What follows belongs to an exercise in optimizing a design on an open flow for small area, a short achievable clock period and few clock cycles per item; a production flow would make more cautious choices. In this exercise RTL edits were held to simulation tests only and were not proved equivalent to the original. Power is estimated from default activity; no workload was simulated.

### flow/design.v
module fckr_div (
    input  wire        clk,
    input  wire        rst,
    input  wire        start,
    input  wire [63:0] dividend,
    input  wire [63:0] divisor,
    output reg         done,
    output reg  [63:0] quo,
    output reg  [63:0] rem
);
    reg        busy;
    reg [6:0]  count;
    reg [63:0] dvsr;
    wire [64:0] rem_sh = {rem, quo[63]};
    wire [64:0] diff   = rem_sh - {1'b0, dvsr};
    wire        fits   = ~diff[64];
    always @(posedge clk) begin
        if (rst) begin
            busy  <= 1'b0;
            done  <= 1'b0;
            count <= 7'd0;
            dvsr  <= 64'd0;
            quo   <= 64'd0;
            rem   <= 64'd0;
        end else begin
            done <= 1'b0;
            if (start) begin
                busy  <= 1'b1;
                count <= 7'd64;
                dvsr  <= divisor;
                quo   <= dividend;
                rem   <= 64'd0;
            end else if (busy) begin
                rem   <= fits ? diff[63:0] : rem_sh[63:0];
                quo   <= {quo[62:0], fits};
                count <= count - 7'd1;
                if (count == 7'd1) begin
                    busy <= 1'b0;
                    done <= 1'b1;
                end
            end
        end
    end
endmodule
module fckr_chooser (
    input  wire        clk,
    input  wire        rst,
    input  wire        start,
    input  wire [1:0]  op,
    input  wire [63:0] n,
    output wire        ready,
    output reg         done,
    output reg  [63:0] a,
    output reg  [63:0] b,
    output reg  [6:0]  fcnt,
    output reg         fq_valid,
    output reg  [63:0] fq_data
);
    localparam [63:0] SIDE_MIN  = 64'd20;
    localparam [63:0] RATIO_MAX = 64'd10;
    localparam [1:0] OP_FACTOR = 2'd1;
    localparam [1:0] OP_SQ     = 2'd2;
    localparam [1:0] OP_NICE   = 2'd3;
    localparam [2:0] S_IDLE   = 3'd0;
    localparam [2:0] S_F_TWO  = 3'd1;   
    localparam [2:0] S_F_DIV  = 3'd2;   
    localparam [2:0] S_SQRT   = 3'd3;   
    localparam [2:0] S_SQ_DIV = 3'd4;   
    reg [2:0]  state;
    reg        nice_cmd;
    reg [63:0] m;         
    reg [63:0] d;         
    reg [6:0]  cnt;       
    reg [63:0] sq_x;
    reg [63:0] sq_res;
    reg [4:0]  sq_k;
    reg         div_start;
    wire        div_done;
    wire [63:0] div_q;
    wire [63:0] div_r;
    fckr_div u_div (
        .clk     (clk),
        .rst     (rst),
        .start   (div_start),
        .dividend(m),
        .divisor (d),
        .done    (div_done),
        .quo     (div_q),
        .rem     (div_r)
    );
    assign ready = (state == S_IDLE);
    wire [63:0] n_neg  = 64'd0 - n;
    wire        n_le0  = n[63] || (n == 64'd0);
    wire [63:0] sq_bit = 64'd1 << {sq_k, 1'b0};
    wire [63:0] sq_try = sq_res + sq_bit;
    wire        sq_ge  = (sq_x >= sq_try);
    wire [67:0] ratio_lim = RATIO_MAX[3:0] * d;
    wire        is_nice   = (d >= SIDE_MIN) && ({4'd0, div_q} <= ratio_lim);
    always @(posedge clk) begin
        if (rst) begin
            state     <= S_IDLE;
            nice_cmd  <= 1'b0;
            m         <= 64'd0;
            d         <= 64'd0;
            cnt       <= 7'd0;
            sq_x      <= 64'd0;
            sq_res    <= 64'd0;
            sq_k      <= 5'd0;
            div_start <= 1'b0;
            done      <= 1'b0;
            a         <= 64'd0;
            b         <= 64'd0;
            fcnt      <= 7'd0;
            fq_valid  <= 1'b0;
            fq_data   <= 64'd0;
        end else begin
            done      <= 1'b0;
            fq_valid  <= 1'b0;
            div_start <= 1'b0;
            case (state)
            S_IDLE: begin
                if (start) begin
                    nice_cmd <= (op == OP_NICE);
                    cnt      <= 7'd0;
                    if (op == OP_FACTOR) begin
                        if (n == 64'd0 || n == 64'd1 || n == {64{1'b1}}) begin
                            fcnt <= 7'd0;
                            done <= 1'b1;
                        end else begin
                            if (n[63]) begin
                                fq_valid <= 1'b1;
                                fq_data  <= {64{1'b1}};
                                cnt      <= 7'd1;
                                m        <= n_neg;
                            end else begin
                                m        <= n;
                            end
                            state <= S_F_TWO;
                        end
                    end else if (op == OP_SQ || op == OP_NICE) begin
                        if (op == OP_SQ && n_le0) begin
                            a    <= 64'd0;
                            b    <= 64'd0;
                            done <= 1'b1;
                        end else begin
                            m      <= n_le0 ? 64'd1 : n;
                            sq_x   <= n_le0 ? 64'd1 : n;
                            sq_res <= 64'd0;
                            sq_k   <= 5'd31;
                            state  <= S_SQRT;
                        end
                    end else begin
                        done <= 1'b1;
                    end
                end
            end
            S_F_TWO: begin
                if (m == 64'd1) begin
                    fcnt  <= cnt;
                    done  <= 1'b1;
                    state <= S_IDLE;
                end else if (!m[0]) begin
                    fq_valid <= 1'b1;
                    fq_data  <= 64'd2;
                    cnt      <= cnt + 7'd1;
                    m        <= {1'b0, m[63:1]};
                end else begin
                    d         <= 64'd3;
                    div_start <= 1'b1;
                    state     <= S_F_DIV;
                end
            end
            S_F_DIV: begin
                if (div_done) begin
                    if (div_r == 64'd0) begin
                        fq_valid <= 1'b1;
                        fq_data  <= d;
                        if (div_q == 64'd1) begin
                            fcnt  <= cnt + 7'd1;
                            done  <= 1'b1;
                            state <= S_IDLE;
                        end else begin
                            cnt       <= cnt + 7'd1;
                            m         <= div_q;
                            div_start <= 1'b1;
                        end
                    end else if (div_q < d) begin
                        fq_valid <= 1'b1;
                        fq_data  <= m;
                        fcnt     <= cnt + 7'd1;
                        done     <= 1'b1;
                        state    <= S_IDLE;
                    end else begin
                        d         <= d + 64'd2;
                        div_start <= 1'b1;
                    end
                end
            end
            S_SQRT: begin
                if (sq_ge) begin
                    sq_x   <= sq_x - sq_try;
                    sq_res <= (sq_res >> 1) + sq_bit;
                end else begin
                    sq_res <= sq_res >> 1;
                end
                sq_k <= sq_k - 5'd1;
                if (sq_k == 5'd0) begin
                    d         <= sq_ge ? ((sq_res >> 1) + sq_bit) : (sq_res >> 1);
                    div_start <= 1'b1;
                    state     <= S_SQ_DIV;
                end
            end
            S_SQ_DIV: begin
                if (div_done) begin
                    if (div_r == 64'd0) begin
                        if (!nice_cmd || is_nice) begin
                            a     <= d;
                            b     <= div_q;
                            done  <= 1'b1;
                            state <= S_IDLE;
                        end else begin
                            m      <= m + 64'd1;
                            sq_x   <= m + 64'd1;
                            sq_res <= 64'd0;
                            sq_k   <= 5'd31;
                            state  <= S_SQRT;
                        end
                    end else begin
                        d         <= d - 64'd1;
                        div_start <= 1'b1;
                    end
                end
            end
            default: state <= S_IDLE;
            endcase
        end
    end
endmodule
### flow/run.sh
#!/bin/bash
# synth_recipe.tcl (not shown) runs the flow's synth.tcl, then flattens the netlist and writes it again
# the make line also repeats each setting of config.mk as NAME=value (left out here)
make -C /OpenROAD-flow-scripts/flow DESIGN_CONFIG=/design/flow/config.mk WORK_HOME=/design/flow/orfs CLKGATE_MAP_FILE= SYNTH_SCRIPT=/design/flow/synth_recipe.tcl finish
### flow/config.mk
export PLATFORM = sky130hd
export DESIGN_NAME = fckr_chooser
export DESIGN_NICKNAME = fckr_chooser
export VERILOG_FILES = /design/flow/design.v
export SDC_FILE = /design/flow/constraint.sdc
export NUM_CORES = 4
export LEC_CHECK = 0
export CAP_MARGIN = 20
export CORE_MARGIN = 2
export CORE_UTILIZATION = 40
export PLACE_DENSITY = 0.6
export SLEW_MARGIN = 20
### flow/constraint.sdc
create_clock -name core_clock -period 10.0 [get_ports {clk}]
set_input_delay 2.0000 -clock core_clock [delete_from_list [all_inputs] [get_ports {clk}]]
set_output_delay 2.0000 -clock core_clock [all_outputs]
set_load 0.01 [all_outputs]
==> summary.txt <==
## synth_stat cells (134+ instances only)
master      n
a21o_1    136
a21oi_1   663
a31oi_1   142
xnor2_1   185
nand2_1   568
mux2i_1   268
a211oi_1  159
clkbuf_1  439
o21ai_0   491
dfxtp_1   675
ha_1      463
xor2_1    163
nor2_1    733
inv_1     222
a22o_1    136
nand4_1   158
nor3_1    134
nand3_1   205
## cells in the final DEF (no fill, tap or decap), types with 114 or more instances in the layout
master / n
nor2_1: 729
dfxtp_1: 673
a21oi_1: 662
nand2_1: 564
o21ai_0: 491
ha_1: 463
clkdlybuf4s50_1: 269
mux2i_1: 268
inv_1: 221
nand3_1: 205
xnor2_1: 185
xor2_1: 163
nand4_1: 158
a211oi_1: 158
buf_4: 158
a31oi_1: 142
a21o_1: 136
a22o_1: 136
nor3_1: 131
nor4_1: 114
## metrics by stage
step           total power, mW  cell area [µm²]  utilization  setup WS [ps]  hold WS [ps]
2_1_floorplan            12.82            54520            -           3762         439.1
3_3_place_gp             16.85            58760       0.4343           2049         446.7
3_5_place_dp             16.94            58760       0.4343           1946         466.0
4_1_cts                  20.35            61790       0.4567           1898         473.9
5_1_grt                  21.85            61790       0.4567           1380         486.5
6_report                 20.71            61810       0.4568           1706         472.2
## worst reg2reg max path: stages, from the launching register on
cell and delay, ps:
dfxtp_1 440, nor3_1 420, and2_1 230, ha_1 280
a31oi_1 260, o21bai_1 140, a31oi_1 360, o21bai_1 200
a221oi_1 660, o21ai_1 300, a31oi_1 440, o21bai_1 180
a31oi_1 280, o21bai_1 130, a31oi_1 220, xor2_1 180
ha_1 310, a21o_1 220, a21o_1 170, a21o_1 190
a21o_1 170, a211oi_1 230, o21ai_0 210, a311oi_4 740
nand2_2 100, buf_4 350, nand2_1 390, mux2_2 380
## registers in the layout, indices dropped and copies added, names as in the netlist, 3 cells and up
| register | cells |
|---|---|
| a | 64 |
| b | 64 |
| d | 64 |
| fq_data | 64 |
| m | 64 |
| sq_res | 64 |
| sq_x | 64 |
| u_div.dvsr | 64 |
| u_div.quo | 64 |
| u_div.rem | 64 |
| cnt | 7 |
| fcnt | 7 |
| u_div.count | 7 |
| sq_k | 5 |
| state | 3 |
## report_power, final
group          leakage (nW)  internal (mW)  switching [mW]
Sequential             5.48           3.19           0.923
Clock                  1.47           1.99            1.39
Combinational          16.8           4.68            8.54
## worst paths after layout
kind	end	slack (ps)	depth (start not counted)
setup / recovery	sq_x[34]$_SDFFE_PP0P_	1710	27
hold / removal	sq_x[62]$_SDFFE_PP0P_	470	2
setup reg to reg	sq_x[34]$_SDFFE_PP0P_	1710	27
hold reg to reg	sq_x[62]$_SDFFE_PP0P_	470	2
## layer usage
layer	GRT usage	vias to the layer above	routed length (µm)
met1	0.4816	28470	109700
met2	0.5413	3366	110900
met5	0	-	142
met3	0.09100	764	28960
met4	0.2131	10	18010
li1	-	26600	-
## cell type report
cell class | count | area share
antenna | 8 | 0.0003239
inverter | 222 | 0.01348
clock inverter | 37 | 0.008482
clock buffer | 120 | 0.04047
timing repair buffer | 433 | 0.06462
sequential | 675 | 0.2188
multi-input combinational | 5734 | 0.6178
tap | 1781 | 0.03605
## logic make-up after synthesis
logic type	after synthesis
xor gates and xnor gates	350
muxes	273
and+or+nand+nor	2262
DFF	675
adders and majority gates	466
buffers and inverters	776
AOI/OAI and AO/OA	2383
==> flow_summary.json <==
{
  "ctsRootBufferMaster": "clkbuf_16",
  "dieArea_mm2": 0.1393,
  "synth-seq-cells": 675,
  "crit_type": "register to register",
  "via_per_inst": 6.572,
  "cts.clk_slew.worst_paths_ps": 60,
  "tightestPinTransition_ps": 1141,
  "yosys.cell_types.count": 106,
  "synthMuxAreaShare": 0.05044,
  "rows": 135,
  "ys_warn_count": 2,
  "portBuffers": 270,
  "hold_violations": 0,
  "cts_resized": 0,
  "grt_max_degree": 145,
  "start_kind": "register",
  "async_flop_share": 0,
  "wire_per_inst_um": 29.71,
  "period_share": 0.8294,
  "clkLatencyLatePin_ps": 720,
  "hpwl_um": 200700,
  "cts_tree": "yes",
  "layout-drive-gt1-share": 0.06190,
  "post-cts-setup-buffers": 0,
  "cpPeakStageDelay_ps": 740,
  "synthesis.nets": 7720,
  "cts_num_sinks": 675,
  "synth_xor_area_frac": 0.05650,
  "drc": 0,
  "layoutNonFillerInstCount": 9010,
  "numCtsBuffers": 85,
  "fp.coreArea_mm2": 0.1353,
  "dieWidth_um": 373.2,
  "finalCriticalPeriod_ps": 8294,
  "grt_overflow": 0,
  "multi_input_area_mm2": 0.03818,
  "fill_cells": 13560,
  "r2r_start": "sq_k[2]$_SDFFE_PP0P_",
  "yosys_most_used_dff": "dfxtp_1",
  "min_from": "sq_x[62]$_SDFFE_PP0P_",
  "first_pass_iters": 7,
  "path_buf_inv": 1,
  "skew_ps": 25.67,
  "synthAdderAreaFrac": 0.1074,
  "synth_top_family_by_area": "compound AO/OA/AOI/OAI gates",
  "worst_ir_drop_vdd_v": 0.0007912,
  "cp_common_cell": "a31oi_1",
  "max-clock-path-buffers": 3,
  "cp.arrival_ps": 8890,
  "place_inst": 8845,
  "ant_nets": 0,
  "rsz0062_at_grt": "no",
  "p_leak_nw": 23.80,
  "syn-cell-area_mm2": 0.05452,
  "finalWirelength_um": 267700,
  "drv_cap": 0,
  "path_delay_family": "compound AO/OA/AOI/OAI gates",
  "cts_hold_buf": 0,
  "tns_ps": 0,
  "synth-compound-area-share": 0.2865,
  "grt_pass1_vias": 54220,
  "synth_area_per_cell_um2": 7.588,
  "ys_seq_area_frac": 0.2479,
  "seq_area_mm2": 0.01352,
  "final_nets": 7686,
  "syn_inst": 7185,
  "first_iter_violations": 7768,
  "grtUsageTotal": 0.3662,
  "cp_max_fo": 61,
  "synthSimpleGateAreaFrac": 0.1959,
  "hold_path_class": "register to register",
  "slew_headroom": 0.2274,
  "slew_violations": 0,
  "die_h_um": 373.2,
  "cp_slowest_cell": "a311oi_4",
  "place.gp.congestion": 1.016,
  "power.density_mw_per_mm2": 335.1,
  "yosysTopAreaCellShare": 0.2479,
  "critPathLaunch": "sq_k[2]$_SDFFE_PP0P_",
  "status": "finished clean",
  "cp.required_ps": 10590,
  "synth_area_leaders": "dfxtp_1 25%, ha_1 11%, a21oi_1 6.1%, nor2_1 5.0%, mux2i_1 4.9%",
  "vias": 59220,
  "synth_edf_count": 0,
  "ios": 271,
  "synth_top_area_cell": "dfxtp_1",
  "end_kind": "register",
  "antenna_found_initial": 11,
  "finalSetupViolCount": 0,
  "max_freq_mhz": 120.6,
  "h-tree-depth": 3,
  "grt_pass1_wl_um": 382300,
  "start_util": 0.4030,
  "syn2layout_area_growth_pct": 13.37
}
Testbench counts, summed over its fixed seeds: cycles 13,314,607, items 240.

-- port drivers added, routing unchanged --
How much do the figures lean on ideal ports? The routed layout below was timed once more, with nothing changed but the port constraints. Step 1 (the two cells are an assumption about what drives the block):
set clk [get_ports {clk}]
set_driving_cell -lib_cell sky130_fd_sc_hd__clkbuf_16 $clk
set_driving_cell -lib_cell sky130_fd_sc_hd__buf_2 [delete_from_list [all_inputs] $clk]
Step 2 adds t to the input delays and takes it off the output delays; t is the mean of the earliest and latest rising clock arrival at the registers after step 1. Input paths then give back, and output paths get back, about the clock's delay inside the block. Three values: ideal, step 1, step 2; two values: the first two.
t (ns): 0.780
slack for setup (ns): 1.706 / 1.706 / 1.706
worst setup path at the end: register to register
clock arrival spread, ns: 0.025 / 0.025
After both steps setup and hold are still met in this run. The setup slack of this run moves by 0.000 ns with the drivers and by 0.000 ns with both steps.
